From an optimization exercise on the open Yosys and OpenROAD flow, aimed at small area, a short achievable clock period and few clock cycles; shortcuts taken in it are not production practice.
In this exercise RTL edits were held to simulation tests only and were not proved equivalent to the original.
Power is estimated from default activity; no workload was simulated.

File: flow/run.sh
#!/bin/bash
# synth_recipe.tcl (not shown) runs the flow's synth.tcl, then flattens the netlist and writes it again
# the make line also repeats each setting of config.mk as NAME=value (left out here)
make -C /OpenROAD-flow-scripts/flow DESIGN_CONFIG=/design/flow/config.mk WORK_HOME=/design/flow/orfs CLKGATE_MAP_FILE= SYNTH_SCRIPT=/design/flow/synth_recipe.tcl finish
File: flow/config.mk
export PLATFORM = sky130hd
export DESIGN_NAME = qr_segdec
export DESIGN_NICKNAME = qr_segdec
export VERILOG_FILES = /design/flow/design.v
export SDC_FILE = /design/flow/constraint.sdc
export NUM_CORES = 4
export LEC_CHECK = 0
export ABC_AREA = 1
export CAP_MARGIN = 20
export CORE_MARGIN = 2
export CORE_UTILIZATION = 40
export PLACE_DENSITY = 0.6
export SLEW_MARGIN = 20
File: flow/constraint.sdc
create_clock -name core_clock -period 11.0 [get_ports {clk}]
set_input_delay 2.2000 -clock core_clock [delete_from_list [all_inputs] [get_ports {clk}]]
set_output_delay 2.2000 -clock core_clock [all_outputs]
set_load 0.01 [all_outputs]
File: flow/design.v
module qr_alnum (
    input  wire [5:0] idx,
    output reg  [7:0] chr
);
  always @(*) begin
    case (idx)
      6'd0:  chr = 8'h30; 6'd1:  chr = 8'h31; 6'd2:  chr = 8'h32; 6'd3:  chr = 8'h33;
      6'd4:  chr = 8'h34; 6'd5:  chr = 8'h35; 6'd6:  chr = 8'h36; 6'd7:  chr = 8'h37;
      6'd8:  chr = 8'h38; 6'd9:  chr = 8'h39; 6'd10: chr = 8'h41; 6'd11: chr = 8'h42;
      6'd12: chr = 8'h43; 6'd13: chr = 8'h44; 6'd14: chr = 8'h45; 6'd15: chr = 8'h46;
      6'd16: chr = 8'h47; 6'd17: chr = 8'h48; 6'd18: chr = 8'h49; 6'd19: chr = 8'h4A;
      6'd20: chr = 8'h4B; 6'd21: chr = 8'h4C; 6'd22: chr = 8'h4D; 6'd23: chr = 8'h4E;
      6'd24: chr = 8'h4F; 6'd25: chr = 8'h50; 6'd26: chr = 8'h51; 6'd27: chr = 8'h52;
      6'd28: chr = 8'h53; 6'd29: chr = 8'h54; 6'd30: chr = 8'h55; 6'd31: chr = 8'h56;
      6'd32: chr = 8'h57; 6'd33: chr = 8'h58; 6'd34: chr = 8'h59; 6'd35: chr = 8'h5A;
      6'd36: chr = 8'h20; 6'd37: chr = 8'h24; 6'd38: chr = 8'h25; 6'd39: chr = 8'h2A;
      6'd40: chr = 8'h2B; 6'd41: chr = 8'h2D; 6'd42: chr = 8'h2E; 6'd43: chr = 8'h2F;
      default: chr = 8'h3A;
    endcase
  end
endmodule
module qr_segdec (
    input  wire        clk,
    input  wire        rst,
    input  wire        start,
    input  wire [5:0]  version,
    input  wire [11:0] ndata,
    output wire        busy,
    input  wire        in_valid,
    input  wire [7:0]  in_data,
    output wire        in_ready,
    output reg         out_valid,
    output reg  [7:0]  out_char,
    output reg         seg_valid,
    output reg  [1:0]  seg_cls,
    output reg  [3:0]  seg_ind,
    output reg  [15:0] seg_len,
    output reg         seg_trunc,
    output reg         seg_bad,
    output reg  [12:0] seg_n,
    output reg  [14:0] seg_pos
);
  localparam BW = 22;                  
  localparam P_MODE = 2'd0;
  localparam P_LEN  = 2'd1;
  localparam P_DATA = 2'd2;
  function [16:0] addc(input [15:0] a, input [15:0] b, input ci);
    integer i;
    reg c;
    reg [15:0] s;
    begin
      c = ci;
      for (i = 0; i < 16; i = i + 1) begin
        s[i] = a[i] ^ b[i] ^ c;
        c    = (a[i] & b[i]) | (c & (a[i] ^ b[i]));
      end
      addc = {c, s};
    end
  endfunction
  function ge(input [15:0] a, input [15:0] b);    
    reg [16:0] t;
    begin
      t  = addc(a, ~b, 1'b1);
      ge = t[16];
    end
  endfunction
  function [15:0] add(input [15:0] a, input [15:0] b);
    reg [16:0] t;
    begin
      t   = addc(a, b, 1'b0);
      add = t[15:0];
    end
  endfunction
  function [15:0] sub(input [15:0] a, input [15:0] b);
    reg [16:0] t;
    begin
      t   = addc(a, ~b, 1'b1);
      sub = t[15:0];
    end
  endfunction
  function [3:0] add3(input [3:0] v);
    begin
      add3[3] = v[3] | (v[2] & (v[1] | v[0]));
      add3[2] = (v[3] & v[0]) | (v[2] & ~v[1] & ~v[0]);
      add3[1] = (v[3] & ~v[0]) | (~v[2] & v[1]) | (v[1] & v[0]);
      add3[0] = (v[3] & ~v[0]) | (~v[3] & ~v[2] & v[0]) | (v[2] & v[1] & ~v[0]);
    end
  endfunction
  function [11:0] bcd10(input [9:0] v);
    integer i;
    reg [21:0] s;
    begin
      s = {12'd0, v};
      for (i = 0; i < 10; i = i + 1) begin
        s[13:10] = add3(s[13:10]);
        s[17:14] = add3(s[17:14]);
        s[21:18] = add3(s[21:18]);
        s = s << 1;
      end
      bcd10 = s[21:10];
    end
  endfunction
  function [11:0] div360(input [11:0] v);
    integer k;
    reg [11:0] t;
    reg [2:0]  q;
    begin
      t = v;
      for (k = 2; k >= 0; k = k - 1) begin
        q[k] = (t >= (12'd360 << k));
        if (q[k]) t = t - (12'd360 << k);
      end
      div360 = {q, t[8:0]};
    end
  endfunction
  reg          busy_r;
  reg          fin;         
  reg  [1:0]   phase;
  reg  [1:0]   vcl;         
  reg  [BW-1:0] bbuf;       
  reg  [4:0]   cnt;
  reg  [5:0]   sh;          
  reg          shv;         
  reg  [11:0]  rcw;         
  reg          rdy;
  reg  [12:0]  rem;         
  reg          xv;
  reg          xs;          
  reg  [1:0]   xk;          
  reg  [11:0]  xx;          
  reg  [1:0]   dn;          
  reg  [11:0]  dd;          
  assign busy     = busy_r;
  assign in_ready = rdy;
  wire take = in_valid && rdy;
  reg  rem0, rem1, rem2;     
  wire rem3p = !rem0 && !rem1 && !rem2;
  reg [4:0] gw;
  reg [1:0] gk;
  always @(*) begin
    gk = 2'd1;
    case (phase)
      P_MODE: gw = 5'd4;
      P_LEN:  gw = rem[4] ? {1'b0, rem[3:0]} : 5'd8;
      default: begin
        if (seg_cls == 2'd0) begin
          if (rem3p)     begin gw = 5'd10; gk = 2'd3; end
          else if (rem2) begin gw = 5'd7;  gk = 2'd2; end
          else           begin gw = 5'd4;  gk = 2'd1; end
        end else if (seg_cls == 2'd1) begin
          if (rem1)      begin gw = 5'd6;  gk = 2'd1; end
          else           begin gw = 5'd11; gk = 2'd2; end
        end else begin
          gw = 5'd8;
        end
      end
    endcase
  end
  wire        have    = !sh[5];
  wire [BW-1:0] shifted = bbuf >> sh[4:0];
  reg  [10:0] x;
  integer j;
  always @(*) begin
    for (j = 0; j < 11; j = j + 1)
      x[j] = shifted[j] && (gw > j);
  end
  wire [3:0] mode = bbuf[7:4];
  reg [3:0] lw8;
  always @(*) begin
    case (mode)
      4'b0001: lw8 = (vcl == 2'd0) ? 4'd2 : (vcl == 2'd1) ? 4'd4 : 4'd6;
      4'b0010: lw8 = (vcl == 2'd0) ? 4'd1 : (vcl == 2'd1) ? 4'd3 : 4'd5;
      default: lw8 = (vcl == 2'd0) ? 4'd0 : 4'd8;
    endcase
  end
  wire        fits = (rcw[11:1] != 11'd0) || (rcw[0] ? (!sh[5] || sh[4:3] == 2'b11) : !sh[5]);
  reg xbad;
  always @(*) begin
    if (seg_cls == 2'd0)
      xbad = (xk == 2'd3) ? (xx[9:0] >= 10'd1000) :
             (xk == 2'd2) ? (xx[6:0] >= 7'd100) : (xx[3:0] >= 4'd10);
    else if (seg_cls == 2'd1)
      xbad = (xk == 2'd2) ? (xx[10:0] >= 11'd2025) : (xx[5:0] >= 6'd45);
    else
      xbad = 1'b0;
  end
  wire        alnum = (seg_cls == 2'd1);
  wire [11:0] dv    = div360(xs ? {xx[8:0], 3'd0} : {1'b0, xx[10:0]});
  wire [11:0] xdd   = (seg_cls == 2'd0) ? bcd10(xx[9:0]) :
                      alnum ? {xx[11:9], dv[11:9], dv[8:3]} : {4'd0, xx[7:0]};
  wire d_free  = !dn[1];                     
  wire x_bad   = xv && !xs && xbad;
  wire x_step  = xv && !xs && !xbad && alnum;
  wire retire  = xv && d_free && (alnum ? xs : !xbad);
  wire x_ready = !xv || retire;
  wire [5:0] idx   = dn[1] ? dd[11:6] : dd[5:0];
  wire [3:0] digit = dn[1] ? (dn[0] ? dd[11:8] : dd[7:4]) : dd[3:0];
  wire [7:0] c_tab;
  qr_alnum u_alnum (.idx(idx), .chr(c_tab));
  wire [7:0] head = (seg_cls == 2'd2) ? dd[7:0] : alnum ? c_tab : {4'h3, digit};
  wire run     = busy_r && !fin;
  wire e_mode  = run && (phase == P_MODE) && have;
  wire e_len   = run && (phase == P_LEN) && have;
  wire e_data  = run && (phase == P_DATA) && x_ready;
  wire e_end   = e_data && rem0;
  wire e_tr    = e_data && shv && !rem0 && !fits;
  wire e_grp   = e_data && shv && !rem0 && fits && have;
  wire e_cons  = e_mode || e_len || e_grp;
  wire req1 = (rem == 13'd1), req2 = (rem == 13'd2), req3 = (rem == 13'd3);
  wire req4 = (rem == 13'd4), req5 = (rem == 13'd5);
  wire g_rem0 = gk[1] ? (gk[0] ? req3 : req2) : req1;
  wire g_rem1 = gk[1] ? (gk[0] ? req4 : req3) : req2;
  wire g_rem2 = gk[1] ? (gk[0] ? req5 : req4) : req3;
  wire       post_r1 = (phase == P_DATA) && g_rem1;
  wire       post_r2 = (phase == P_DATA) && g_rem2;
  reg  [4:0] gw_post;
  always @(*) begin
    if (phase == P_MODE)
      gw_post = {1'b0, lw8};
    else if (phase == P_LEN && rem[4])
      gw_post = 5'd8;
    else if (seg_cls == 2'd0)
      gw_post = post_r2 ? 5'd7 : post_r1 ? 5'd4 : 5'd10;
    else if (seg_cls == 2'd1)
      gw_post = post_r1 ? 5'd6 : 5'd11;
    else
      gw_post = 5'd8;
  end
  wire [5:0] sh_cons = sh - {1'b0, gw_post};
  wire [4:0]  cnt_after = e_cons ? sh[4:0] : cnt;
  wire [4:0]  cnt_next  = take ? cnt_after + 5'd8 : cnt_after;
  wire [5:0]  sh_base   = !shv   ? {1'b0, cnt} - {1'b0, gw} :
                          e_cons ? sh_cons : sh;
  wire [5:0]  sh_next   = take ? sh_base + 6'd8 : sh_base;
  wire [15:0] len_next  = {seg_len[7:0], x[7:0]};
  wire        len_small = (len_next[15:2] == 14'd0) && (len_next[1:0] != 2'd0);
  wire [11:0] rcw_dec   = rcw - 12'd1;
  wire [14:0] pos_add   = seg_pos + {10'd0, gw};
  wire [12:0] rem_sub   = rem - {11'd0, gk};
  wire [12:0] n_inc     = seg_n + 13'd1;
  always @(posedge clk) begin
    if (take) bbuf <= {bbuf[BW-9:0], in_data};
    cnt <= cnt_next;
    sh  <= sh_next;
    if (take) rcw <= rcw_dec[11:0];
    if (rst) begin
      busy_r    <= 1'b0;
      rdy       <= 1'b0;
      out_valid <= 1'b0;
      seg_valid <= 1'b0;
    end else if (!busy_r) begin
      busy_r    <= start;
      rdy       <= start;
      out_valid <= 1'b0;
      seg_valid <= 1'b0;
    end else begin
      rdy       <= !fin && (take ? (cnt_after <= BW - 16) : (cnt_after <= BW - 8)) && !seg_valid;
      out_valid <= (dn != 2'd0);
      seg_valid <= fin && !xv && !dn[1] && !seg_valid;
      if (seg_valid) busy_r <= 1'b0;
    end
    if (!busy_r) begin
        fin       <= 1'b0;
        phase     <= P_MODE;
        vcl       <= (version <= 6'd9) ? 2'd0 : (version <= 6'd26) ? 2'd1 : 2'd2;
        cnt       <= 5'd0;
        sh        <= 6'b111100;
        shv       <= 1'b1;
        rcw       <= ndata;
        xv        <= 1'b0;
        dn        <= 2'd0;
        seg_len   <= 16'd0;
        seg_trunc <= 1'b0;
        seg_bad   <= 1'b0;
        seg_n     <= 13'd0;
        seg_pos   <= 15'd0;
    end else begin
      if (e_cons) seg_pos <= pos_add[14:0];
      shv <= 1'b1;
      if (e_mode) begin
        seg_ind <= mode;
        rem     <= {8'd0, 1'b1, lw8};
        phase   <= P_LEN;
        case (mode)
          4'b0001: seg_cls <= 2'd0;
          4'b0010: seg_cls <= 2'd1;
          4'b0100: seg_cls <= 2'd2;
          default: begin seg_cls <= 2'd3; fin <= 1'b1; end
        endcase
      end
      if (e_len) begin
        if (!rem[4]) begin
          seg_len <= len_next;
          rem     <= (len_next[15:13] != 3'd0) ? 13'h1fff : len_next[12:0];
          rem0    <= (len_next == 16'd0);
          rem1    <= (len_next == 16'd1);
          rem2    <= (len_next == 16'd2);
          phase   <= P_DATA;
          shv     <= !len_small;
        end else begin
          seg_len <= {8'd0, x[7:0]};
          rem     <= 13'd0;
        end
      end
      if (e_end) fin <= 1'b1;
      if (e_tr) begin fin <= 1'b1; seg_trunc <= 1'b1; end
      if (retire) xv <= 1'b0;
      if (x_step) begin
        xs <= 1'b1;
        xx <= dv;
      end
      if (x_bad) begin
        xv      <= 1'b0;
        seg_bad <= 1'b1;
        fin     <= 1'b1;
      end
      if (e_grp) begin
        xv  <= 1'b1;
        xs  <= 1'b0;
        xk  <= gk;
        xx  <= {1'd0, x};
        rem  <= rem_sub[12:0];
        rem0 <= g_rem0;
        rem1 <= g_rem1;
        rem2 <= g_rem2;
      end
      if (dn != 2'd0) begin
        out_char <= head;
        dn       <= {dn[1] & dn[0], !dn[0]};
        seg_n    <= n_inc[12:0];
      end
      if (retire) begin
        dn <= xk;
        dd <= xdd;
      end
    end
  end
endmodule
==> results of run 1 <==
-- sequential cells by signal (all words and copies together) (netlist names), 5 cells and up --
register,flops
bbuf,22
xx,12
seg_pos,15
seg_len,16
out_char,8
sh,6
rem,13
seg_n,13
dd,12
rcw,12
cnt,5
-- power groups by stage --
stage                     logic (W)  registers [W]  clock network (W)
after floorplan            0.000115       0.000681                  0
after global placement     0.000159       0.000691                  0
after detailed placement   0.000160       0.000691                  0
after CTS                  0.000160       0.000677           0.000627
after global routing       0.000184       0.000680           0.000650
final                      0.000162       0.000678           0.000613
-- synthesized netlist by cell type (all sizes together) (2+ instances only) --
cell type    n  area (um^2)
o2111ai      2         17.5
a211oi       4         30.0
clkinv       4         15.0
nor2       159          647
buf         25          158
o32ai        2         17.5
edfxtp      93         2790
a21oi       85          429
nor3        29          145
o21a         4         30.0
o41ai        2         17.5
xnor2       13          114
dfxtp       68         1360
nand3      103          551
a221o        2         20.0
inv        188          706
clkbuf      32          120
o31ai        4         30.0
ha          30          375
and3         2         12.5
fa           4         80.1
nand2      450         1800
nor3b        4         30.0
a21boi       4         30.0
a31oi       14         87.6
o21ai      141          717
xor2        16          140
nor4         3         18.8
a22oi        9         67.6
and2         2         15.0
nand4       23          150
o22ai        9         56.3
or2         10         62.6
nand3b       4         30.0
o211ai      12         90.1
-- critical path: cells and delay by family, from the launching register on --
family	cells	cell delay (ps)
AND/OR/NAND/NOR	9	1820
buffers and inverters	4	490
adder cells (fa/ha/maj)	2	590
flip-flops	1	560
AO/OA/AOI/OAI	10	1310
-- layer usage --
metal / vias to the layer above / wire length, um / global-route usage
li1: 5335 / - / -
met1: 4743 / 13800 / 0.277
met2: 320 / 14200 / 0.354
met3: 54 / 1470 / 0.0337
met4: 0 / 828 / 0.0777
met5: - / 0 / 0
-- per-stage QoR --
stage	cell area [um^2]	total power (W)	hold WS [ps]	instances
2_1_floorplan	11100	0.000796	427	1569
3_3_place_gp	12300	0.000850	439	1985
3_5_place_dp	12300	0.000850	449	1985
4_1_cts	12900	0.00147	458	2017
5_1_grt	12900	0.00151	490	2017
6_report	12900	0.00145	453	2017
-- worst max-delay path by stage --
stage	end	slack, ps	cells past startpoint
after global routing	sh[4]	5630	25
after global placement	sh[4]	6400	25
after detailed placement	sh[4]	6200	25
final	sh[4]	6100	25
after floorplan	sh[4]	7240	26
after CTS	sh[4]	6180	25
-- cells by family (layout without fill, tap and decap cells) --
logic type / count (synthesis) / after routing
AO/OA/AOI/OAI: 305 / 305
XOR/XNOR: 29 / 29
adder cells (fa/ha/maj): 34 / 34
buffers and inverters: 249 / 325
flip-flops: 161 / 161
multiplexers: 1 / 1
AND/OR/NAND/NOR: 790 / 790
-- area by class of cell --
class / instances / area (um^2)
Clock buffer: 18 / 429
Clock inverter: 14 / 175
Multi-Input combinational cell: 1159 / 5930
Tap cell: 372 / 465
Sequential cell: 161 / 4150
Inverter: 192 / 721
Timing Repair Buffer: 101 / 991
Fill cell: 2667 / 14200
==> run summary, run 1 <==
* Post_cts resized at 0
* Total CTS buffers at 17
* Clk buf depth at 2
* CTS Hold Buffers Added at 0
* Peak supply drop at 0.0664 mV
* Power Internal at 0.00106 W
* Final setup fails at 0
* Sequential element share of the synthesized area at 0.375
* Place WS at 6200 ps
* Hold Path Class: flip-flop to flip-flop
* Crit path launch type: flip-flop
* Simple-gate share of the synthesized area at 0.313
* Crit. End Element: flip-flop
* CTS sink cnt at 161
* Total wire length at 30300 um
* Flop2flop setup slack at 6100 ps
* Worst path arrival time at 5210 ps
* Clock skew at 21.0 ps
* IO buf count at 93
* Syn Inst Count at 1569
* Area grow syn2layout at 16.1%
* CP Class: flip-flop to flip-flop
* Min Tclk post-route at 4900 ps
* Post CTS Setup Buffer Count at 0
* Hold path cells at 2
* FFs w/ async S/R, synth at 0
* Clock power share at 0.422
* CP Launch Point: seg_cls[1]
* Outcome: complete, no violations
* Clock Latency Late Sink at 440 ps
* Synth Net Count at 1633
* Switching Share at 0.271
* Routability congestion estimate at 0.941
* Ys flop type: edfxtp_1
* Final period util at 0.445
* WP data required at 11310 ps
* Slew @ Worst Pin at 1010 ps
* Synth Area in Compound Gates at 0.157
* Min-delay src: seg_trunc
* Crit-path max cell delay at 660 ps
* Seq cells post-synth at 161
* # DRC at 0
* Routed WL per cell at 15.0 um
* Fmax at 204 MHz
* DRT iter0 DRCs at 982
* Vias in the first global route at 9824
* Clock transition at path regs at 70 ps
* Final HPWL DP at 22900 um
* Syn_area_per_cell at 7.06 um^2
* Post-synth cell types at 65
* DR pass1 iterations at 6
* Largest family of logic cells by synthesized area: simple AND/OR/NAND/NOR gates
* P_leak at 5.37 nW
* Worst Hold End: seg_trunc
* Comb pwr share at 0.112
* Most frequent cells in the layout: nand2_1, inv_1, nor2_1, o21ai_0, nand3_1
* Max Cap Viol at 0
* First-pass GRT wire length at 49400 um
* Worst R2R Start: seg_cls[1]
* Synth Area in Adders at 0.0411
* Routed vias at 10500
* Pwr dens at 113 nW/um^2
* Slew headroom at 0.325
* Root buf cell: clkbuf_16
* Diodes inserted at 0
* Sw Pwr at 0.000394 W
* Pins Over Slew Limit at 0
* Leading cell type in the layout, fill and taps excluded: nand2_1
* CTS tree: yes
* Die Area at 29100 um^2
* Syn Std Cell Area at 11100 um^2
* Worst-path maximum fanout at 13
* Site row count at 60
* Xor and xnor area share after synthesis at 0.0229
* RSZ-0062 raised after global routing: false
* Final worst setup slack at 6100 ps
* Antenna Nets Post-Route at 0
* Fraction of layout instances using a drive strength above 1 at 0.0620
* Tot GR Track Use at 0.212
* Die height at 170 um
* Synthesis Warnings at 2
* Final core occ at 0.475
* Post-synth EDFFs at 93
* Multiplexer share of the synthesized area at 0.000903
* Fin Setup TNS at 0 ps
* Nets@finish at 1696
* Io pins at 94
* Die width at 170 um
* GRT Residual Overflow at 0
* Reg2Reg Depth at 25
* Starting Density at 0.409
* Final Hold Vio Count at 0
* Initial antenna violation count at 0
* Sequential share of power at 0.467
* H-tree depth at 4
* Core ar. at 27100 um^2
* Largest net degree at the start of global routing at 59
* Slowest-stage cell, CP: nor2_1
* Vias per cell at 5.18
* RR Endpoint: sh[4]
Testbench counts, summed over its fixed seeds: cycles 80,989.
==> run 2: changes to the inputs <==
--- a/flow/design.v
+++ b/flow/design.v
@@ -214,18 +214,24 @@
   wire       post_r1 = (phase == P_DATA) && g_rem1;
   wire       post_r2 = (phase == P_DATA) && g_rem2;
-  reg  [4:0] gw_post;
+  reg  [4:0] g0, g1;
   always @(*) begin
+    g1 = (seg_cls == 2'd0) ? 5'd4 : 5'd6;
     if (phase == P_MODE)
-      gw_post = {1'b0, lw8};
+      g0 = {1'b0, lw8};
     else if (phase == P_LEN && rem[4])
-      gw_post = 5'd8;
+      g0 = 5'd8;
     else if (seg_cls == 2'd0)
-      gw_post = post_r2 ? 5'd7 : post_r1 ? 5'd4 : 5'd10;
+      g0 = 5'd10;
     else if (seg_cls == 2'd1)
-      gw_post = post_r1 ? 5'd6 : 5'd11;
+      g0 = 5'd11;
     else
-      gw_post = 5'd8;
+      g0 = 5'd8;
   end
-  wire [5:0] sh_cons = sh - {1'b0, gw_post};
+  wire [5:0] sh_g0 = sh - {1'b0, g0};
+  wire [5:0] sh_g1 = sh - {1'b0, g1};
+  wire [5:0] sh_g2 = sh - 6'd7;
+  wire       sel1  = post_r1 && seg_cls[1] == 1'b0;
+  wire       sel2  = post_r2 && seg_cls == 2'd0;
+  wire [5:0] sh_cons = sel2 ? sh_g2 : sel1 ? sh_g1 : sh_g0;
   wire [4:0]  cnt_after = e_cons ? sh[4:0] : cnt;
   wire [4:0]  cnt_next  = take ? cnt_after + 5'd8 : cnt_after;
==> flow/flow/run.sh (new file) <==
#!/bin/bash
# Standard layout, with timing repair aimed at a 7.5 ns setup margin (the
# clock period and constraints are the design's; only the repair target of
# the resizer's repair_timing steps changes).
set -euo pipefail
bash standard.sh SETUP_SLACK_MARGIN=7.5 finish > standard_make.log 2>&1
==> flow/standard.sh (new file) <==
#!/bin/bash
# synth_recipe.tcl (not shown) runs the flow's synth.tcl, then flattens the netlist and writes it again
# the make line also repeats each setting of config.mk as NAME=value (left out here)
make -C /OpenROAD-flow-scripts/flow DESIGN_CONFIG=/design/flow/config.mk WORK_HOME=/design/flow/orfs CLKGATE_MAP_FILE= SYNTH_SCRIPT=/design/flow/synth_recipe.tcl "${@:-finish}"
removed: flow/run.sh
==> run summary, run 2 <==
* Outcome: complete, no violations
* DRT iter0 DRCs at 1241
* Synthesis Warnings at 2
* Clock transition at path regs at 70 ps
* Total wire length at 32800 um
* Largest net degree at the start of global routing at 58
* Peak supply drop at 0.0849 mV
* Core ar. at 27000 um^2
* Most common cell in the synthesized netlist: nand2_1
* Post-synth EDFFs at 93
* Switching Share at 0.287
* Top cells by count, synth: nand2_1, inv_1, o21ai_0
* Largest regs: bbuf (22), seg_len (16), seg_pos (15)
* Clock skew at 22.0 ps
* Fin Setup TNS at 0 ps
* Clk buf depth at 2
* CTS sink cnt at 161
* Synth top area share at 0.253
* Starting Density at 0.408
* Routability congestion estimate at 0.930
* Total CTS buffers at 17
* Clock power share at 0.395
* Pins Over Slew Limit at 0
* Syn_area_per_cell at 7.10 um^2
* P_leak at 6.14 nW
* Slew @ Worst Pin at 1000 ps
* Final core occ at 0.509
* Largest register FFs at 22
* CTS Hold Buffers Added at 0
* Die height at 170 um
* Leading cell type in the layout, fill and taps excluded: nand2_1
* Area grow syn2layout at 24.7%
* Fraction of layout instances using a drive strength above 1 at 0.152
* Crit. End Element: output pin
* H-tree depth at 4
* Sequential share of power at 0.471
* RSZ-0062 raised after global routing: true
* Vias per cell at 5.44
* Io pins at 94
* Worst-path maximum fanout at 4
* Biggest register: bbuf
* Comb pwr share at 0.135
* Crit path launch type: flip-flop
* Sequential element share of the synthesized area at 0.377
* Nets@finish at 1756
* Power Internal at 0.00103 W
* Initial antenna violation count at 0
* Ys flop type: edfxtp_1
* Tot GR Track Use at 0.220
* CTS tree: yes
* Hold Path Class: flip-flop to flip-flop
* CP Class: flip-flop to output pin
* Most frequent cells in the layout: nand2_1, inv_1, o21ai_0, nor2_1, nand3_1
* Die width at 170 um
* Post-synth cell types at 64
* Diodes inserted at 0
* Site row count at 60
* Syn Std Cell Area at 11000 um^2
* Final period util at 0.324
* Worst path arrival time at 1360 ps
* Antenna Nets Post-Route at 0
* Fmax at 281 MHz
* Routed WL per cell at 16.0 um
* Synth area leaders: edfxtp_1, nand2_1, dfxtp_1
* Clock Latency Late Sink at 440 ps
* Pwr Total at 0.00145 W
* Routed vias at 11100
* Vias in the first global route at 9970
* Synth Net Count at 1617
* Root buf cell: clkbuf_16
* WP data required at 8800 ps
* Syn Inst Count at 1553
* Min Tclk post-route at 3560 ps
* IO buf count at 93
* Slew headroom at 0.330
* FFs w/ async S/R, synth at 0
* Pwr dens at 105 nW/um^2
* Final setup fails at 0
* Sw Pwr at 0.000415 W
* Final HPWL DP at 23000 um
* Final Hold Vio Count at 0
* Seq cells post-synth at 161
* Post-synth top area cell: edfxtp_1
* First-pass GRT wire length at 51000 um
* Die Area at 28900 um^2
* GRT Residual Overflow at 0
* Max Cap Viol at 0
* DR pass1 iterations at 6
* # DRC at 0
## run 2: cell types whose count changed after synthesis, sizes merged, moves of 4 or more
cell,change
o21ai,+7
nand3,+7
nor2,-19
clkbuf,-6
or2,-6
a22oi,-5
nor4,+5
nand2,-8
a21oi,+12
xnor2,-4
## run 2: power by group through the flow
| stage | logic, W | clock network, W | registers (W) |
|---|---|---|---|
| after global routing | 0.000216 | 0.000605 | 0.000683 |
| after detailed placement | 0.000162 | 0 | 0.000693 |
| after global placement | 0.000161 | 0 | 0.000693 |
| after floorplan | 0.000115 | 0 | 0.000683 |
| final | 0.000195 | 0.000571 | 0.000681 |
| after CTS | 0.000172 | 0.000580 | 0.000680 |
## run 2: path summary, 6_finish.rpt
| path | from | endpoint | slack, ps | depth (start not counted) |
|---|---|---|---|---|
| max | seg_cls[0] | seg_cls[0] | 7440 | 2 |
| min | seg_n[12] | seg_n[12] | 450 | 1 |
| min reg2reg | seg_n[12] | seg_n[12] | 450 | 1 |
| max reg2reg | rem[5] | sh[5] | 7520 | 23 |
## run 2: metal layers
metal	up-vias	track usage	routed length, um
met2	378	0.367	15400
met5	-	0	0
li1	5503	-	-
met4	0	0.0665	744
met3	56	0.0279	1760
met1	5191	0.299	14900
## run 2: final cells by class
type	instances	area, um^2
Timing Repair inverter	1	5.00
Multi-Input combinational cell	1151	6360
Fill cell	2690	13300
Clock inverter	13	118
Tap cell	341	427
Timing Repair Buffer	169	1510
Inverter	191	742
Clock buffer	19	433
Sequential cell	161	4170
## run 2: cells by family after synthesis
family / after synthesis / synth area share
AND/OR/NAND/NOR: 764 / 0.303
AO/OA/AOI/OAI: 325 / 0.169
buffers and inverters: 243 / 0.0898
flip-flops: 161 / 0.377
adder cells (fa/ha/maj): 34 / 0.0413
XOR/XNOR: 25 / 0.0199
multiplexers: 1 / 0.000907
## run 2: repair_timing
action                     in CTS  in global routing
setup endpoints to repair     120                 63
setup buffers                  19                 48
pin swaps                       6                 49
cloned                          3                  1
gates resized for setup       101                108
## run 2: per-stage QoR
stage          instance area (um^2)  instances  worst slack [ps]  hold WS, ps
4_1_cts                       13000       1997              7460          444
3_3_place_gp                  12200       1943              6730          439
2_1_floorplan                 11000       1553              7530          427
5_1_grt                       13800       2046              7280          481
3_5_place_dp                  12200       1943              6720          439
6_report                      13800       2046              7440          445
## run 2: critical path, stage by stage (launching register included)
cell and delay (ps):
edfxtp_1 450, buf_4 170, dlygate4sd2_1 310
Testbench counts of run 2, summed over its fixed seeds: cycles 80,989.
==> run 3: changes to the inputs <==
--- a/flow/config.mk
+++ b/flow/config.mk
@@ -9,5 +9,5 @@
 export CAP_MARGIN = 20
 export CORE_MARGIN = 2
-export CORE_UTILIZATION = 40
-export PLACE_DENSITY = 0.6
+export CORE_UTILIZATION = 60
+export PLACE_DENSITY = 0.75
 export SLEW_MARGIN = 20
==> run summary, run 3 <==
* RSZ-0062 raised after global routing: true
* Vias per cell at 5.92
* Pins Over Slew Limit at 0
* Biggest register: bbuf
* Syn Inst Count at 1553
* CP Class: flip-flop to output pin
* Ys flop type: edfxtp_1
* Flop2flop setup slack at 7510 ps
* Final HPWL DP at 21800 um
* Crit path max-delay family: buffers and inverters
* Fin Setup TNS at 0 ps
* Largest regs: bbuf (22), seg_len (16), seg_pos (15)
* Routability congestion estimate at 0.965
* Antenna Nets Post-Route at 0
* Sequential element share of the synthesized area at 0.377
* Min Tclk post-route at 3500 ps
* Crit-path max cell delay at 420 ps
* Total wire length at 31600 um
* Synth top area share at 0.253
* Final Hold Vio Count at 0
* P_leak at 6.01 nW
* Routed vias at 11300
* Peak supply drop at 0.120 mV
* Root buf cell: clkbuf_16
* Vias in the first global route at 10100
* FFs w/ async S/R, synth at 0
* Site row count at 49
* Die Area at 19500 um^2
* Post-synth cell types at 64
* GRT Residual Overflow at 0
* Leading cell type in the layout, fill and taps excluded: nand2_1
* Worst-path maximum fanout at 3
* Post-route cell area at 13400 um^2
* WP data required at 8800 ps
* Crit path launch type: flip-flop
* Area post-placement at 12100 um^2
* Routed WL per cell at 16.5 um
* CTS tree: yes
* Number of cells after detailed placement at 1832
* RR Endpoint: sh[5]
* Worst Hold End: seg_n[12]
* First-pass GRT wire length at 49600 um
* Slew headroom at 0.305
* H-tree depth at 4
* Outcome: complete, no violations
* Nets@finish at 1734
* DRT iter0 DRCs at 876
* Syn Std Cell Area at 11000 um^2
* Pwr dens at 109 nW/um^2
* Synth area leaders: edfxtp_1, nand2_1, dfxtp_1
* Max Cap Viol at 0
* Starting Density at 0.612
* Clock skew at 10.4 ps
* Most common cell in the synthesized netlist: nand2_1
* Core ar. at 18000 um^2
* Top cells by count, synth: nand2_1, inv_1, o21ai_0
* Slowest-stage cell, CP: edfxtp_1
* Diodes inserted at 0
* Die width at 140 um
* Worst path arrival time at 1300 ps
* Total CTS buffers at 17
* Clk buf depth at 2
* Hold path cells at 1
* IO buf count at 93
* Fraction of layout instances using a drive strength above 1 at 0.130
* Syn_area_per_cell at 7.10 um^2
* Die height at 140 um
* Final setup fails at 0
* Min-delay src: seg_n[12]
* Most frequent cells in the layout: nand2_1, inv_1, o21ai_0, nor2_1, nand3_1
* Hold Path Class: flip-flop to flip-flop
* Synth Net Count at 1617
* CTS Hold Buffers Added at 0
* Synthesis Warnings at 2
* Clock Latency Late Sink at 440 ps
* Initial antenna violation count at 0
* Worst R2R Start: rem[5]
* Area grow syn2layout at 21.1%
* Reg2Reg Depth at 24
* Final hold slack at 443 ps
* Crit path buffers/inverters at 2
* Final period util at 0.318
* CP cell instances: buf_4, dlygate4sd2_1
* Filler Cell Count at 1496
* CTS sink cnt at 161
* Io pins at 94
* Post-synth EDFFs at 93
* CP Launch Point: seg_cls[1]
* Largest net degree at the start of global routing at 58
* # DRC at 0
* DR pass1 iterations at 6
* Seq cells post-synth at 161
* Clock transition at path regs at 70 ps
* Non-filler instance count after layout at 1912
* Fmax at 286 MHz
* Post-synth top area cell: edfxtp_1
* Tot GR Track Use at 0.312
* Final core occ at 0.741
* Largest register FFs at 22
* Slew @ Worst Pin at 1040 ps
* Crit. End Element: output pin
==> run 3: per-stage QoR <==
| stage | worst slack [ps] | total power (W) |
|---|---|---|
| 2_1_floorplan | 7530 | 0.000797 |
| 3_3_place_gp | 6830 | 0.000848 |
| 3_5_place_dp | 6740 | 0.000851 |
| 4_1_cts | 7500 | 0.00144 |
| 5_1_grt | 7330 | 0.00151 |
| 6_report | 7500 | 0.00146 |
==> run 3: cell families (layout without fill, tap and decap cells) <==
logic type,Yosys count,in the layout,share of synthesized area
adder cells (fa/ha/maj),34,34,0.0413
multiplexers,1,1,0.000907
AND/OR/NAND/NOR,764,765,0.303
XOR/XNOR,25,25,0.0199
flip-flops,161,161,0.377
buffers and inverters,243,372,0.0898
AO/OA/AOI/OAI,325,325,0.169
==> run 3: worst max-delay path by stage <==
| stage | slack [ps] | cells past startpoint | to |
|---|---|---|---|
| floorplan | 7530 | 6 | sh[4] |
| global placement | 6830 | 7 | sh[4] |
| detailed placement | 6740 | 17 | rdy |
| CTS | 7500 | 1 | out_char[1] |
| global route | 7330 | 24 | sh[5] |
| finish | 7500 | 2 | seg_cls[1] |
==> run 3: timing repair <==
item	4_1_cts	5_1_grt
resized for setup	93	83
endpoints found under the setup margin	111	38
pin swaps	5	41
gates cloned	2	1
setup buffers	13	32
==> run 3: final cells by class <==
type | instances | area, um^2 | area share
Clock inverter | 13 | 108 | 0.00806
Multi-Input combinational cell | 1150 | 6230 | 0.466
Sequential cell | 161 | 4170 | 0.312
Inverter | 191 | 739 | 0.0554
Timing Repair Buffer | 148 | 1350 | 0.101
Clock buffer | 19 | 475 | 0.0356
Tap cell | 229 | 287 | 0.0215
Timing Repair inverter | 1 | 5.00 | 0.000375
==> run 3: power by group <==
group,internal [W],switching [W],leakage [nW]
combinational,0.0000720,0.000114,4.30
clock,0.000323,0.000268,0.295
sequential,0.000658,0.0000232,1.42
==> run 3: routing by layer <==
metal  track usage  share of wire
met1         0.412           0.42
met2         0.518           0.48
met3        0.0461          0.069
met4         0.128          0.033
met5             0              0
==> run 4: changes to the inputs <==
==> flow/flow/run.sh (replaced) <==
#!/bin/bash
# Standard layout, with two changes to how it is made (the clock period and
# the constraints are the design's):
#  - the resizer's repair_timing steps aim at a 7.5 ns setup margin;
#  - every port still gets its buffer, but a plain buf_1 instead of the
#    delay cell that buffer_ports picks by default.
set -euo pipefail
bash standard.sh SETUP_SLACK_MARGIN=7.5 \
  "BUFFER_PORTS_ARGS=-buffer_cell sky130_fd_sc_hd__buf_1" finish > standard_make.log 2>&1
==> run summary, run 4 <==
* Outcome: complete, no violations
* Seq cells post-synth at 161
* Hold Path Class: flip-flop to flip-flop
* Crit. End Element: output pin
* Largest register FFs at 22
* Slew headroom at 0.303
* Synth Net Count at 1617
* Sequential share of power at 0.472
* Pins Over Slew Limit at 0
* Largest net degree at the start of global routing at 59
* Area post-placement at 11500 um^2
* Root buf cell: clkbuf_16
* Vias in the first global route at 9772
* Site row count at 49
* Power Internal at 0.00104 W
* Worst-path maximum fanout at 6
* Fraction of layout instances using a drive strength above 1 at 0.122
* Area grow syn2layout at 15.3%
* WP data required at 8800 ps
* Syn Inst Count at 1553
* Post-route cell area at 12700 um^2
* Nets@finish at 1729
* Clk buf depth at 2
* Leading cell type in the layout, fill and taps excluded: nand2_1
* Total wire length at 30000 um
* DR pass1 iterations at 5
* Comb pwr share at 0.118
* Io pins at 94
* Filler Cell Count at 1533
* Routed vias at 11000
* Synth area leaders: edfxtp_1, nand2_1, dfxtp_1
* Diodes inserted at 0
* First-pass GRT wire length at 47000 um
* Syn Std Cell Area at 11000 um^2
* Antenna Nets Post-Route at 0
* Sequential element share of the synthesized area at 0.377
* Total CTS buffers at 17
* Most frequent cells in the layout: nand2_1, inv_1, o21ai_0, nor2_1, nand3_1
* Switching Share at 0.278
* Largest regs: bbuf (22), seg_len (16), seg_pos (15)
* Synthesis Warnings at 2
* Final worst setup slack at 7460 ps
* Clock transition at path regs at 70 ps
* Vias per cell at 5.78
* Die height at 140 um
* Top cells by count, synth: nand2_1, inv_1, o21ai_0
* CP Class: flip-flop to output pin
* Biggest register: bbuf
* Synth top area share at 0.253
* Worst path arrival time at 1340 ps
* CTS sink cnt at 161
* # DRC at 0
* Slew @ Worst Pin at 1040 ps
* Starting Density at 0.612
* Sw Pwr at 0.000401 W
* Tot GR Track Use at 0.295
* Clock power share at 0.410
* Pwr Total at 0.00144 W
* Fin Setup TNS at 0 ps
* Core ar. at 18000 um^2
* DRT iter0 DRCs at 887
* Post-synth cell types at 64
* Ys flop type: edfxtp_1
* Met2 Use GR at 0.496
* Routability congestion estimate at 0.995
* Place WS at 6830 ps
* Most common cell in the synthesized netlist: nand2_1
* CTS Hold Buffers Added at 0
* Max Cap Viol at 0
* Syn_area_per_cell at 7.10 um^2
* Peak supply drop at 0.108 mV
* Final period util at 0.322
* Final Hold Vio Count at 0
* Routed WL per cell at 15.7 um
* GRT Residual Overflow at 0
* Post-synth EDFFs at 93
* GR peak layer: met2
* H-tree depth at 4
* IO buf count at 93
* Fmax at 283 MHz
* Min Tclk post-route at 3540 ps
* M1 GR Usage at 0.386
* FFs w/ async S/R, synth at 0
* Final HPWL DP at 21300 um
* P_leak at 5.43 nW
* Clock Latency Late Sink at 440 ps
* Pwr dens at 114 nW/um^2
* Die width at 140 um
* GR Util met3 at 0.0526
* Initial antenna violation count at 0
* Clock skew at 15.7 ps
* Die Area at 19500 um^2
* Final setup fails at 0
* CTS tree: yes
* RSZ-0062 raised after global routing: true
* Post-synth top area cell: edfxtp_1
* Crit path launch type: flip-flop
-- run 4: cell count changes in the layout (fill, tap and decap cells not counted), sizes merged --
cell           change
buf               +89
bufbuf             -1
bufinv             +1
clkbuf             -1
clkdlybuf4s15      -1
clkdlybuf4s50     -29
clkinvlp           -1
dlygate4sd2       -60
dlymetal6s2s       -3
inv                +1
-- run 4: critical path, stage by stage, from the launching register on --
cell and delay [ps]:
edfxtp_1 510, buf_4 180, buf_1 220
-- run 4: power by group through the flow --
stage | Clock [W] | Sequential (W) | Combinational, W
4_1_cts | 0.000597 | 0.000680 | 0.000152
6_report | 0.000592 | 0.000682 | 0.000170
3_3_place_gp | 0 | 0.000693 | 0.000148
5_1_grt | 0.000619 | 0.000683 | 0.000190
2_1_floorplan | 0 | 0.000683 | 0.000115
3_5_place_dp | 0 | 0.000693 | 0.000150
-- run 4: cell type report --
class | count | area, um^2 | share of cell area
Clock buffer | 18 | 439 | 0.0345
Clock inverter | 14 | 145 | 0.0114
Inverter | 191 | 728 | 0.0573
Multi-Input combinational cell | 1150 | 6210 | 0.488
Sequential cell | 161 | 4160 | 0.327
Tap cell | 229 | 287 | 0.0225
Timing Repair Buffer | 143 | 748 | 0.0588
Timing Repair inverter | 1 | 5.00 | 0.000394
-- run 4: routing by layer --
metal	vias up	routed length, um
li1	5450	-
met1	4998	12300
met2	497	14400
met3	86	2390
met4	0	914
met5	-	0
-- run 4: path summary, 6_finish.rpt --
path	to	cells past startpoint	slack [ps]	startpoint
setup / recovery	seg_cls[0]	2	7460	seg_cls[0]
setup reg to reg	sh[5]	22	7510	seg_cls[1]
hold reg to reg	seg_n[12]	1	460	seg_n[12]
hold / removal	seg_n[12]	1	460	seg_n[12]
-- run 4: cell families (layout without fill, tap and decap cells) --
| logic type | count (synthesis) | count (layout) | synth area share |
|---|---|---|---|
| multiplexers | 1 | 1 | 0.000907 |
| XOR/XNOR | 25 | 25 | 0.0199 |
| AND/OR/NAND/NOR | 764 | 765 | 0.303 |
| flip-flops | 161 | 161 | 0.377 |
| adder cells (fa/ha/maj) | 34 | 34 | 0.0413 |
| AO/OA/AOI/OAI | 325 | 325 | 0.169 |
| buffers and inverters | 243 | 367 | 0.0898 |
-- run 4: timing repair --
item	CTS	global route
gates cloned	0	2
buffers inserted	14	27
endpoints found under the setup margin	34	46
endpoints found under the hold margin	0	0
pin swaps	5	26
gates resized for setup	16	77
-- run 4: stage by stage --
stage / hold slack [ps] / cells / utilization
global route: 478 / 1907 / 0.705
detailed placement: 448 / 1832 / 0.636
CTS: 456 / 1878 / 0.678
finish: 459 / 1907 / 0.705
floorplan: 427 / 1553 / -
global placement: 437 / 1832 / 0.636
==> run 5: changes to the inputs <==
--- a/flow/design.v
+++ b/flow/design.v
@@ -135,4 +135,5 @@
   wire take = in_valid && rdy;
   reg  rem0, rem1, rem2;     
+  reg  rem3, rem4, rem5;     
   wire rem3p = !rem0 && !rem1 && !rem2;
   reg [4:0] gw;
@@ -207,11 +208,18 @@
   wire e_grp   = e_data && shv && !rem0 && fits && have;
   wire e_cons  = e_mode || e_len || e_grp;
-  wire req1 = (rem == 13'd1), req2 = (rem == 13'd2), req3 = (rem == 13'd3);
-  wire req4 = (rem == 13'd4), req5 = (rem == 13'd5);
-  wire g_rem0 = gk[1] ? (gk[0] ? req3 : req2) : req1;
-  wire g_rem1 = gk[1] ? (gk[0] ? req4 : req3) : req2;
-  wire g_rem2 = gk[1] ? (gk[0] ? req5 : req4) : req3;
-  wire       post_r1 = (phase == P_DATA) && g_rem1;
-  wire       post_r2 = (phase == P_DATA) && g_rem2;
+  wire remz = (rem[12:4] == 9'd0);
+  wire req6 = remz && (rem[3:0] == 4'd6);
+  wire req7 = remz && (rem[3:0] == 4'd7);
+  wire req8 = remz && (rem[3:0] == 4'd8);
+  wire numc = (seg_cls == 2'd0);
+  wire alnc = (seg_cls == 2'd1);
+  wire g_rem0 = numc ? (rem1 || rem2 || rem3) : alnc ? (rem1 || rem2) : rem1;
+  wire g_rem1 = numc ? rem4 : alnc ? rem3 : rem2;
+  wire g_rem2 = numc ? rem5 : alnc ? rem4 : rem3;
+  wire g_rem3 = numc ? req6 : alnc ? rem5 : rem4;
+  wire g_rem4 = numc ? req7 : alnc ? req6 : rem5;
+  wire g_rem5 = numc ? req8 : alnc ? req7 : req6;
+  wire       post_r1 = (phase == P_DATA) && (numc ? rem4 : rem3);
+  wire       post_r2 = (phase == P_DATA) && rem5;
   reg  [4:0] g0, g1;
   always @(*) begin
@@ -302,4 +310,7 @@
           rem1    <= (len_next == 16'd1);
           rem2    <= (len_next == 16'd2);
+          rem3    <= (len_next == 16'd3);
+          rem4    <= (len_next == 16'd4);
+          rem5    <= (len_next == 16'd5);
           phase   <= P_DATA;
           shv     <= !len_small;
@@ -330,4 +341,7 @@
         rem1 <= g_rem1;
         rem2 <= g_rem2;
+        rem3 <= g_rem3;
+        rem4 <= g_rem4;
+        rem5 <= g_rem5;
       end
       if (dn != 2'd0) begin
==> run summary, run 5 <==
* Reg2Reg Depth at 13
* Outcome: complete, no violations
* Routed WL per cell at 15.5 um
* Final Hold Vio Count at 0
* Crit. End Element: output pin
* Synthesis Warnings at 2
* CTS tree: yes
* Root buf cell: clkbuf_16
* Starting Density at 0.618
* Worst-path maximum fanout at 44
* Non-filler instance count after layout at 1938
* Post-synth top area cell: edfxtp_1
* Clock transition at path regs at 70 ps
* First-pass GRT wire length at 47900 um
* Largest register FFs at 22
* Flop2flop setup slack at 7600 ps
* # DRC at 0
* Switching Share at 0.286
* M1 WL at 13100 um
* CTS Hold Buffers Added at 0
* WP data required at 8800 ps
* Vias per cell at 5.74
* Diodes inserted at 0
* CP cell instances: buf_12, buf_1
* Pwr Total at 0.00146 W
* Synth Net Count at 1658
* CP Class: flip-flop to output pin
* CTS sink cnt at 164
* Die width at 141 um
* Sequential element share of the synthesized area at 0.379
* Clock skew at 15.9 ps
* Synth area leaders: edfxtp_1, nand2_1, dfxtp_1
* Crit. path cell count at 2
* Die height at 141 um
* Clk buf depth at 2
* Fraction of layout instances using a drive strength above 1 at 0.107
* Nets@finish at 1760
* Filler Cell Count at 1537
* Io pins at 94
* Power Internal at 0.00104 W
* Tot GR Track Use at 0.297
* Top cells by count, synth: nand2_1, inv_1, o21ai_0
* Comb pwr share at 0.112
* Synth top area share at 0.257
* Sequential share of power at 0.473
* Crit-path max cell delay at 380 ps
* Post-synth EDFFs at 96
* Largest regs: bbuf (22), seg_len (16), seg_pos (15)
* CP Launch Point: busy_r
* Biggest register: bbuf
* Site row count at 49
* Metal3 WL at 2050 um
* Max Cap Viol at 0
* Slew @ Worst Pin at 957 ps
* Clock Latency Late Sink at 450 ps
* Largest net degree at the start of global routing at 50
* Die Area at 19800 um^2
* Hold Path Class: flip-flop to flip-flop
* Final period util at 0.313
* Ys flop type: edfxtp_1
* Syn Std Cell Area at 11200 um^2
* DR top layer: met4
* Vias in the first global route at 9924
* Slew headroom at 0.360
* Total wire length at 30100 um
* Crit path max-delay family: buffers and inverters
* Number of cells after detailed placement at 1867
* CP endpoint: busy
* Worst path arrival time at 1240 ps
* Leading cell type in the layout, fill and taps excluded: nand2_1
* Initial antenna violation count at 0
* Total CTS buffers at 17
* Area grow syn2layout at 13.7%
* Routability congestion estimate at 0.920
* Seq cells post-synth at 164
* Most common cell in the synthesized netlist: nand2_1
* Antenna Nets Post-Route at 0
* Post-synth cell types at 62
* Syn_area_per_cell at 7.03 um^2
* Peak supply drop at 0.117 mV
* Syn Inst Count at 1594
* RSZ-0062 raised after global routing: true
* DRT iter0 DRCs at 1032
* Crit path launch type: flip-flop
* RR Endpoint: rem3
* Pins Over Slew Limit at 0
* Crit path buffers/inverters at 2
* Core ar. at 18100 um^2
* IO buf count at 93
* Min Tclk post-route at 3440 ps
* Fmax at 290 MHz
* Fin Setup TNS at 0 ps
* Sw Pwr at 0.000419 W
* Worst R2R Start: seg_cls[0]
* P_leak at 5.42 nW
* Pwr dens at 115 nW/um^2
* Clock power share at 0.415
* Slowest-stage cell, CP: dfxtp_1
* H-tree depth at 4
* Final HPWL DP at 21300 um
* FFs w/ async S/R, synth at 0
* Most frequent cells in the layout: nand2_1, inv_1, o21ai_0, nor2_1, edfxtp_1
* Final core occ at 0.703
* Final hold slack at 465 ps
* WL met2 at 14100 um
* GRT Residual Overflow at 0
* DR pass1 iterations at 5
* Routed vias at 11100
* Final setup fails at 0
-- run 5: changes by cell type after synthesis, moves of 8 or more --
| cell | delta |
|---|---|
| inv_1 | +8 |
| nand2_1 | +24 |
| inv_2 | +9 |
| o21ai_0 | +12 |
| clkbuf_1 | +11 |
| nand3_1 | -10 |
| o211ai_1 | +8 |
-- run 5: metrics by stage --
step | cell area, um^2 | setup slack, ps
floorplan | 11200 | 7600
global placement | 11600 | 7130
detailed placement | 11600 | 6970
CTS | 12300 | 7500
global route | 12700 | 7430
finish | 12700 | 7560
-- run 5: cell type report --
| cell class | instances | area [um^2] | share of cell area |
|---|---|---|---|
| clock buffer | 18 | 450 | 0.0353 |
| clock inverter | 14 | 154 | 0.0121 |
| inverter | 205 | 779 | 0.0611 |
| multi-input combinational | 1167 | 6080 | 0.477 |
| sequential | 164 | 4250 | 0.333 |
| tap | 229 | 287 | 0.0225 |
| timing repair buffer | 139 | 742 | 0.0582 |
| timing repair inverter | 2 | 12.5 | 0.000981 |
-- run 5: routing by layer --
layer | track usage | vias to the layer above
met3 | 0.0391 | 65
met4 | 0.103 | 0
met1 | 0.400 | 5099
met5 | 0 | -
met2 | 0.496 | 426
li1 | - | 5534
-- run 5: kinds of logic after synthesis --
group,Yosys count,share of synthesized area
and+or+nand+nor,779,0.303
AOI/OAI and AO/OA,332,0.168
buffers and inverters,264,0.0931
DFF,164,0.379
xor gates and xnor gates,21,0.0164
adders and majority gates,34,0.0406
-- run 5: repair_timing --
item                                    CTS  global route
buffers inserted                          5            30
pin swaps                                 0            20
gates cloned                              0             4
endpoints found under the setup margin   29            46
resized for setup                        11            52
-- run 5: power groups by stage --
stage | Sequential, W | Clock [W] | Combinational, W
after detailed placement | 0.000704 | 0 | 0.000156
after floorplan | 0.000694 | 0 | 0.000123
after global routing | 0.000694 | 0.000632 | 0.000186
after global placement | 0.000704 | 0 | 0.000153
final | 0.000691 | 0.000607 | 0.000164
after CTS | 0.000691 | 0.000610 | 0.000158
-- run 5: tightest hold or removal path, delay by kind of cell, from the launching register on --
family	cells	cell delay (ps)
compound gates	1	60
buf+inv	1	50
flops	1	310
-- run 5: how the worst min path moves through the flow --
stage / cells after the start / endpoint / slack (ps) / startpoint
2_1_floorplan: 0 / bbuf[8] / 430 / bbuf[0]
3_5_place_dp: 2 / seg_trunc / 450 / seg_trunc
3_3_place_gp: 2 / seg_trunc / 440 / seg_trunc
6_report: 2 / seg_trunc / 470 / seg_trunc
5_1_grt: 2 / seg_len[13] / 480 / seg_len[13]
4_1_cts: 2 / seg_trunc / 460 / seg_trunc
Testbench counts of run 5, summed over its fixed seeds: cycles 80,989.
==> run 6: changes to the inputs <==
--- a/flow/design.v
+++ b/flow/design.v
@@ -26,5 +26,5 @@
     input  wire [5:0]  version,
     input  wire [11:0] ndata,
-    output wire        busy,
+    output reg         busy,
     input  wire        in_valid,
     input  wire [7:0]  in_data,
@@ -120,4 +120,5 @@
   reg  [BW-1:0] bbuf;       
   reg  [4:0]   cnt;
+  reg          cn, ca, cb;  
   reg  [5:0]   sh;          
   reg          shv;         
@@ -129,7 +130,7 @@
   reg  [1:0]   xk;          
   reg  [11:0]  xx;          
+  reg  [2:0]   xq;          
   reg  [1:0]   dn;          
   reg  [11:0]  dd;          
-  assign busy     = busy_r;
   assign in_ready = rdy;
   wire take = in_valid && rdy;
@@ -145,9 +146,9 @@
       P_LEN:  gw = rem[4] ? {1'b0, rem[3:0]} : 5'd8;
       default: begin
-        if (seg_cls == 2'd0) begin
+        if (cn) begin
           if (rem3p)     begin gw = 5'd10; gk = 2'd3; end
           else if (rem2) begin gw = 5'd7;  gk = 2'd2; end
           else           begin gw = 5'd4;  gk = 2'd1; end
-        end else if (seg_cls == 2'd1) begin
+        end else if (ca) begin
           if (rem1)      begin gw = 5'd6;  gk = 2'd1; end
           else           begin gw = 5'd11; gk = 2'd2; end
@@ -178,16 +179,16 @@
   reg xbad;
   always @(*) begin
-    if (seg_cls == 2'd0)
+    if (cn)
       xbad = (xk == 2'd3) ? (xx[9:0] >= 10'd1000) :
              (xk == 2'd2) ? (xx[6:0] >= 7'd100) : (xx[3:0] >= 4'd10);
-    else if (seg_cls == 2'd1)
+    else if (ca)
       xbad = (xk == 2'd2) ? (xx[10:0] >= 11'd2025) : (xx[5:0] >= 6'd45);
     else
       xbad = 1'b0;
   end
-  wire        alnum = (seg_cls == 2'd1);
-  wire [11:0] dv    = div360(xs ? {xx[8:0], 3'd0} : {1'b0, xx[10:0]});
-  wire [11:0] xdd   = (seg_cls == 2'd0) ? bcd10(xx[9:0]) :
-                      alnum ? {xx[11:9], dv[11:9], dv[8:3]} : {4'd0, xx[7:0]};
+  wire        alnum = ca;
+  wire [11:0] dv    = div360(xx);
+  wire [11:0] xdd   = cn ? bcd10(xx[9:0]) :
+                      alnum ? {xq, dv[11:9], dv[8:3]} : {4'd0, xx[7:0]};
   wire d_free  = !dn[1];                     
   wire x_bad   = xv && !xs && xbad;
@@ -199,5 +200,5 @@
   wire [7:0] c_tab;
   qr_alnum u_alnum (.idx(idx), .chr(c_tab));
-  wire [7:0] head = (seg_cls == 2'd2) ? dd[7:0] : alnum ? c_tab : {4'h3, digit};
+  wire [7:0] head = cb ? dd[7:0] : alnum ? c_tab : {4'h3, digit};
   wire run     = busy_r && !fin;
   wire e_mode  = run && (phase == P_MODE) && have;
@@ -212,6 +213,6 @@
   wire req7 = remz && (rem[3:0] == 4'd7);
   wire req8 = remz && (rem[3:0] == 4'd8);
-  wire numc = (seg_cls == 2'd0);
-  wire alnc = (seg_cls == 2'd1);
+  wire numc = cn;
+  wire alnc = ca;
   wire g_rem0 = numc ? (rem1 || rem2 || rem3) : alnc ? (rem1 || rem2) : rem1;
   wire g_rem1 = numc ? rem4 : alnc ? rem3 : rem2;
@@ -224,12 +225,12 @@
   reg  [4:0] g0, g1;
   always @(*) begin
-    g1 = (seg_cls == 2'd0) ? 5'd4 : 5'd6;
+    g1 = cn ? 5'd4 : 5'd6;
     if (phase == P_MODE)
       g0 = {1'b0, lw8};
     else if (phase == P_LEN && rem[4])
       g0 = 5'd8;
-    else if (seg_cls == 2'd0)
+    else if (cn)
       g0 = 5'd10;
-    else if (seg_cls == 2'd1)
+    else if (ca)
       g0 = 5'd11;
     else
@@ -239,6 +240,6 @@
   wire [5:0] sh_g1 = sh - {1'b0, g1};
   wire [5:0] sh_g2 = sh - 6'd7;
-  wire       sel1  = post_r1 && seg_cls[1] == 1'b0;
-  wire       sel2  = post_r2 && seg_cls == 2'd0;
+  wire       sel1  = post_r1 && !cb;
+  wire       sel2  = post_r2 && cn;
   wire [5:0] sh_cons = sel2 ? sh_g2 : sel1 ? sh_g1 : sh_g0;
   wire [4:0]  cnt_after = e_cons ? sh[4:0] : cnt;
@@ -258,4 +259,10 @@
     sh  <= sh_next;
     if (take) rcw <= rcw_dec[11:0];
+    if (rst)
+      busy <= 1'b0;
+    else if (!busy)
+      busy <= start;
+    else if (seg_valid)
+      busy <= 1'b0;
     if (rst) begin
       busy_r    <= 1'b0;
@@ -280,4 +287,7 @@
         cnt       <= 5'd0;
         sh        <= 6'b111100;
+        cn        <= 1'b0;
+        ca        <= 1'b0;
+        cb        <= 1'b0;
         shv       <= 1'b1;
         rcw       <= ndata;
@@ -297,7 +307,7 @@
         phase   <= P_LEN;
         case (mode)
-          4'b0001: seg_cls <= 2'd0;
-          4'b0010: seg_cls <= 2'd1;
-          4'b0100: seg_cls <= 2'd2;
+          4'b0001: begin seg_cls <= 2'd0; cn <= 1'b1; end
+          4'b0010: begin seg_cls <= 2'd1; ca <= 1'b1; end
+          4'b0100: begin seg_cls <= 2'd2; cb <= 1'b1; end
           default: begin seg_cls <= 2'd3; fin <= 1'b1; end
         endcase
@@ -325,5 +335,6 @@
       if (x_step) begin
         xs <= 1'b1;
-        xx <= dv;
+        xq <= dv[11:9];
+        xx <= {dv[8:0], 3'd0};
       end
       if (x_bad) begin
==> run summary, run 6 <==
* Outcome: complete, no violations
* WL met2 at 14200 um
* Slew headroom at 0.473
* Site row count at 50
* Diodes inserted at 0
* GRT Residual Overflow at 0
* Routed WL per cell at 15.5 um
* RSZ-0062 raised after global routing: true
* Post-synth EDFFs at 99
* Die height at 142 um
* Tot GR Track Use at 0.296
* Core ar. at 18600 um^2
* Non-filler instance count after layout at 1951
* Slew @ Worst Pin at 787 ps
* Clock transition at path regs at 70 ps
* Seq cells post-synth at 171
* Worst Hold End: busy
* FFs w/ async S/R, synth at 0
* First-pass GRT wire length at 47900 um
* Place WS at 7090 ps
* Pwr dens at 118 nW/um^2
* Crit path launch type: flip-flop
* Synth area leaders: edfxtp_1, nand2_1, dfxtp_1
* Synthesis Warnings at 2
* Post-synth cell types at 57
* Final Hold Vio Count at 0
* Syn Std Cell Area at 11400 um^2
* Clock skew at 14.1 ps
* Syn_area_per_cell at 7.09 um^2
* Reg2Reg Depth at 19
* Synth Net Count at 1669
* H-tree depth at 4
* CTS tree: yes
* Starting Density at 0.610
* Worst path arrival time at 3690 ps
* Filler Cell Count at 1625
* Flop2flop setup slack at 7630 ps
* Post-synth top area cell: edfxtp_1
* Syn Inst Count at 1603
* Antenna Nets Post-Route at 0
* Synth top area share at 0.262
* Min Tclk post-route at 3370 ps
* Pins Over Slew Limit at 0
* Number of cells after detailed placement at 1883
* Hold path cells at 1
* Final worst setup slack at 7630 ps
* Nets@finish at 1770
* Final period util at 0.307
* Crit. End Element: flip-flop
* Initial antenna violation count at 0
* DR top layer: met4
* Root buf cell: clkbuf_16
* Clock Latency Late Sink at 430 ps
* CTS sink cnt at 171
* Worst-path maximum fanout at 21
* DRT iter0 DRCs at 1021
* Fraction of layout instances using a drive strength above 1 at 0.0786
* Largest regs: bbuf (22), seg_len (16), seg_pos (15)
* IO buf count at 93
* Fin Setup TNS at 0 ps
* Area grow syn2layout at 12.3%
* Ys flop type: edfxtp_1
* Area post-placement at 11800 um^2
* Leading cell type in the layout, fill and taps excluded: nand2_1
* Io pins at 94
* Min-delay src: busy
* Peak supply drop at 0.0974 mV
* Hold Path Class: flip-flop to flip-flop
* Largest register FFs at 22
* Final setup fails at 0
* Worst R2R Start: cn
* M1 WL at 13300 um
* Sequential element share of the synthesized area at 0.388
* Final HPWL DP at 22100 um
* Die width at 142 um
* Top cells by count, synth: nand2_1, inv_1, nor2_1
* Biggest register: bbuf
* # DRC at 0
* CTS Hold Buffers Added at 0
* DR pass1 iterations at 6
* CP Class: flip-flop to flip-flop
* Post-route cell area at 12800 um^2
* Clk buf depth at 2
* Total wire length at 30200 um
* Fmax at 296 MHz
* P_leak at 5.47 nW
* Vias per cell at 5.72
* Max Cap Viol at 0
* Die Area at 20100 um^2
* Total CTS buffers at 17
* Largest net degree at the start of global routing at 58
* Routed vias at 11200
* WP data required at 11310 ps
* Vias in the first global route at 9912
* Most common cell in the synthesized netlist: nand2_1
* Metal3 WL at 1920 um
* Routability congestion estimate at 0.939
* Most frequent cells in the layout: nand2_1, inv_1, nor2_1, o21ai_0, a21oi_1
* Final core occ at 0.684
* RR Endpoint: sh[5]
run 6: changes by cell type in the layout (fill, tap and decap cells not counted), sizes merged, moves of 5 or more:
cell and change:
inv -18, a31oi +5, nand3 -5, nor2 +21
o211ai -7, a21oi +14, xnor2 +5, nand3b +5
o21ai -18
run 6: worst max-delay path, stage by stage, from the launching register on:
cell	delay, ps
dfxtp_4	430
inv_1	260
a21oi_1	120
nor3_1	300
inv_1	120
o21ai_0	110
o21ai_0	180
ha_1	250
fa_1	370
inv_1	80
nand2_1	70
nand2_1	70
a21oi_1	80
nand3_1	90
nand2_1	50
o21bai_1	180
ha_1	170
nand2_1	60
a21oi_1	160
o21ai_0	100
run 6: routing by layer:
layer	vias to the layer above	GRT usage
li1	5562	-
met1	5108	0.402
met2	423	0.490
met3	67	0.0456
met4	0	0.0932
met5	-	0
run 6: final cells by class:
type	instances	area, um^2	share of cell area
sequential	171	4420	0.347
clock buffer	21	460	0.0361
timing repair buffer	138	691	0.0541
clock inverter	11	131	0.0103
multi-input combinational	1187	6040	0.473
inverter	188	717	0.0562
tap	234	293	0.0230
timing repair inverter	1	5.00	0.000392
run 6: logic make-up after synthesis:
logic type / count (synthesis) / share of synthesized area
buffers and inverters: 245 / 0.0870
DFF: 171 / 0.388
xor gates and xnor gates: 28 / 0.0216
AOI/OAI and AO/OA: 323 / 0.158
and+or+nand+nor: 797 / 0.300
muxes: 3 / 0.00264
adders and majority gates: 36 / 0.0423
run 6: power by group:
part / internal [W] / leakage [nW] / switching [W]
clock: 0.000333 / 0.287 / 0.000267
sequential: 0.000699 / 1.49 / 0.0000250
combinational: 0.0000616 / 3.69 / 0.000119
run 6: per-stage QoR:
stage / hold slack, ps / total power (W)
after floorplan: 427 / 0.000860
after global placement: 438 / 0.000905
final: 454 / 0.00150
after CTS: 457 / 0.00150
after global routing: 482 / 0.00156
after detailed placement: 445 / 0.000909
run 6: worst max path at each step:
stage | startpoint | to | slack, ps | depth (start not counted)
after global placement | in_valid | sh[4] | 7180 | 7
after global routing | bbuf[7] | sh[4] | 7390 | 19
after CTS | bbuf[7] | sh[4] | 7420 | 17
after detailed placement | ca | sh[4] | 7090 | 18
final | cn | sh[5] | 7630 | 19
after floorplan | in_valid | sh[4] | 7580 | 6
run 6: timing repair:
action,in CTS,in global routing
pin swaps,1,8
setup endpoints to repair,23,43
resized for setup,6,26
cloned,0,1
buffers inserted,8,27
Testbench counts of run 6, summed over its fixed seeds: cycles 80,989.
==> run 7: changes to the inputs <==
--- a/flow/config.mk
+++ b/flow/config.mk
@@ -9,5 +9,5 @@
 export CAP_MARGIN = 20
 export CORE_MARGIN = 2
-export CORE_UTILIZATION = 60
-export PLACE_DENSITY = 0.75
+export CORE_UTILIZATION = 67
+export PLACE_DENSITY = 0.8
 export SLEW_MARGIN = 20
==> run summary, run 7 <==
* Outcome: complete, no violations
* CTS sink cnt at 171
* IO buf count at 93
* Io pins at 94
* Area occupied by multi-input gates at 6050 um^2
* Routability congestion estimate at 0.949
* Clock Latency Late Sink at 450 ps
* Fin Setup TNS at 0 ps
* P_leak at 5.46 nW
* Comb pwr share at 0.120
* CTS tree: yes
* Die Area at 18000 um^2
* Most common cell in the synthesized netlist: nand2_1
* Min-delay src: seg_bad
* Worst Hold End: seg_bad
* Clock power share at 0.411
* Slew @ Worst Pin at 890 ps
* Syn_area_per_cell at 7.09 um^2
* Diodes inserted at 0
* Leading cell type in the layout, fill and taps excluded: nand2_1
* Pwr dens at 121 nW/um^2
* Total CTS buffers at 17
* Final core occ at 0.768
* Hold path cells at 2
* Max Cap Viol at 0
* Worst-path maximum fanout at 7
* Sequential share of power at 0.470
* Reg2Reg Depth at 24
* Min Tclk post-route at 3360 ps
* Power Internal at 0.00109 W
* Synth Net Count at 1669
* Crit path launch type: flip-flop
* Die height at 134 um
* Vias per cell at 5.88
* Most frequent cells in the layout: nand2_1, inv_1, nor2_1, o21ai_0, a21oi_1
* Total wire length at 30500 um
* DR pass1 iterations at 8
* Largest regs: bbuf (22), seg_len (16), seg_pos (15)
* Worst R2R Start: xx[9]
* Final HPWL DP at 21700 um
* Fmax at 298 MHz
* Sw Pwr at 0.000449 W
* Reg area at 4420 um^2
* Routed vias at 11400
* Vias in the first global route at 10400
* Flop2flop setup slack at 7640 ps
* First-pass GRT wire length at 48900 um
* Filler Cell Count at 1309
* RR Endpoint: dd[1]
## run 7: cell counts after synthesis
No cell type changed its count.
## run 7: power by group through the flow
stage | clock [W] | combinational (W) | sequential, W
3_3_place_gp | 0 | 0.000169 | 0.000736
5_1_grt | 0.000655 | 0.000211 | 0.000725
6_report | 0.000632 | 0.000184 | 0.000723
3_5_place_dp | 0 | 0.000174 | 0.000736
4_1_cts | 0.000634 | 0.000176 | 0.000722
2_1_floorplan | 0 | 0.000135 | 0.000726
## run 7: repair_timing
| item | CTS | global route |
|---|---|---|
| pin swaps | 2 | 13 |
| buffers inserted | 6 | 24 |
| gates cloned | 0 | 1 |
| endpoints found under the setup margin | 21 | 27 |
| resized for setup | 9 | 22 |
| hold endpoints to repair | 0 | 0 |
## run 7: layout make-up
class | instances | share of cell area
sequential | 171 | 0.347
clock buffer | 17 | 0.0334
multi-input combinational | 1187 | 0.475
inverter | 188 | 0.0566
timing repair inverter | 1 | 0.000393
clock inverter | 15 | 0.0147
timing repair buffer | 133 | 0.0513
tap | 220 | 0.0216
## run 7: cells by family (layout without fill, tap and decap cells)
family                     Yosys count  after routing  share of synthesized area
muxes                                3              3                    0.00264
and+or+nand+nor                    797            797                      0.300
buffers and inverters              245            354                     0.0870
DFF                                171            171                      0.388
AOI/OAI and AO/OA                  323            323                      0.158
xor gates and xnor gates            28             28                     0.0216
adders and majority gates           36             36                     0.0423
## run 7: critical path, cell delays in order, from the launching register on
cell and delay, ps:
edfxtp_1 510, inv_4 120, nand2_2 70, nor2_2 100, nand2_2 100, nand2_4 110, nand2_1 70, and2_4 150
ha_1 180, nand3b_1 210, nor2_2 170, nand2_2 110, nand3_4 100, nand2_1 70, nand2_2 100, ha_1 140
nand3_1 80, nand3_1 100, nand2_1 70, nand2_2 70, nand2_4 80, nand2_4 100, nand2_1 80, nand3_1 100
nand3_1 90
## run 7: metal layers
metal  GRT usage  vias up  routed length [um]  share of wire
li1            -     5556                   -              -
met1       0.440     5174               12500           0.41
met2       0.572      542               14500           0.48
met3      0.0484       84                2370          0.078
met4       0.122        0                1050          0.034
met5           0        -                   0              0
## run 7: worst max-delay path by stage
stage                 end  startpoint  cells past startpoint  slack, ps
detailed placement  sh[4]     bbuf[7]                     17       7110
global route        dd[1]       xx[9]                     24       7430
floorplan           sh[4]    in_valid                      6       7580
global placement    sh[4]     bbuf[7]                     17       7210
CTS                 dd[1]       xx[9]                     24       7520
finish              dd[1]       xx[9]                     24       7640
## run 7: through the flow
step	setup slack, ps	area, um^2	total power [W]	hold WS (ps)
finish	7640	12700	0.00154	456
CTS	7520	12500	0.00153	457
detailed placement	7110	11800	0.000910	446
global route	7430	12700	0.00159	475
global placement	7210	11800	0.000905	438
floorplan	7580	11400	0.000860	427

Check on run 7: ideal ports give 7.639 ns setup slack; a clkbuf_16 on the clock port and buf_2 on the inputs give 7.639 ns; moving port delays by the midpoint clock arrival (0.490 ns) as well gives 7.261 ns.
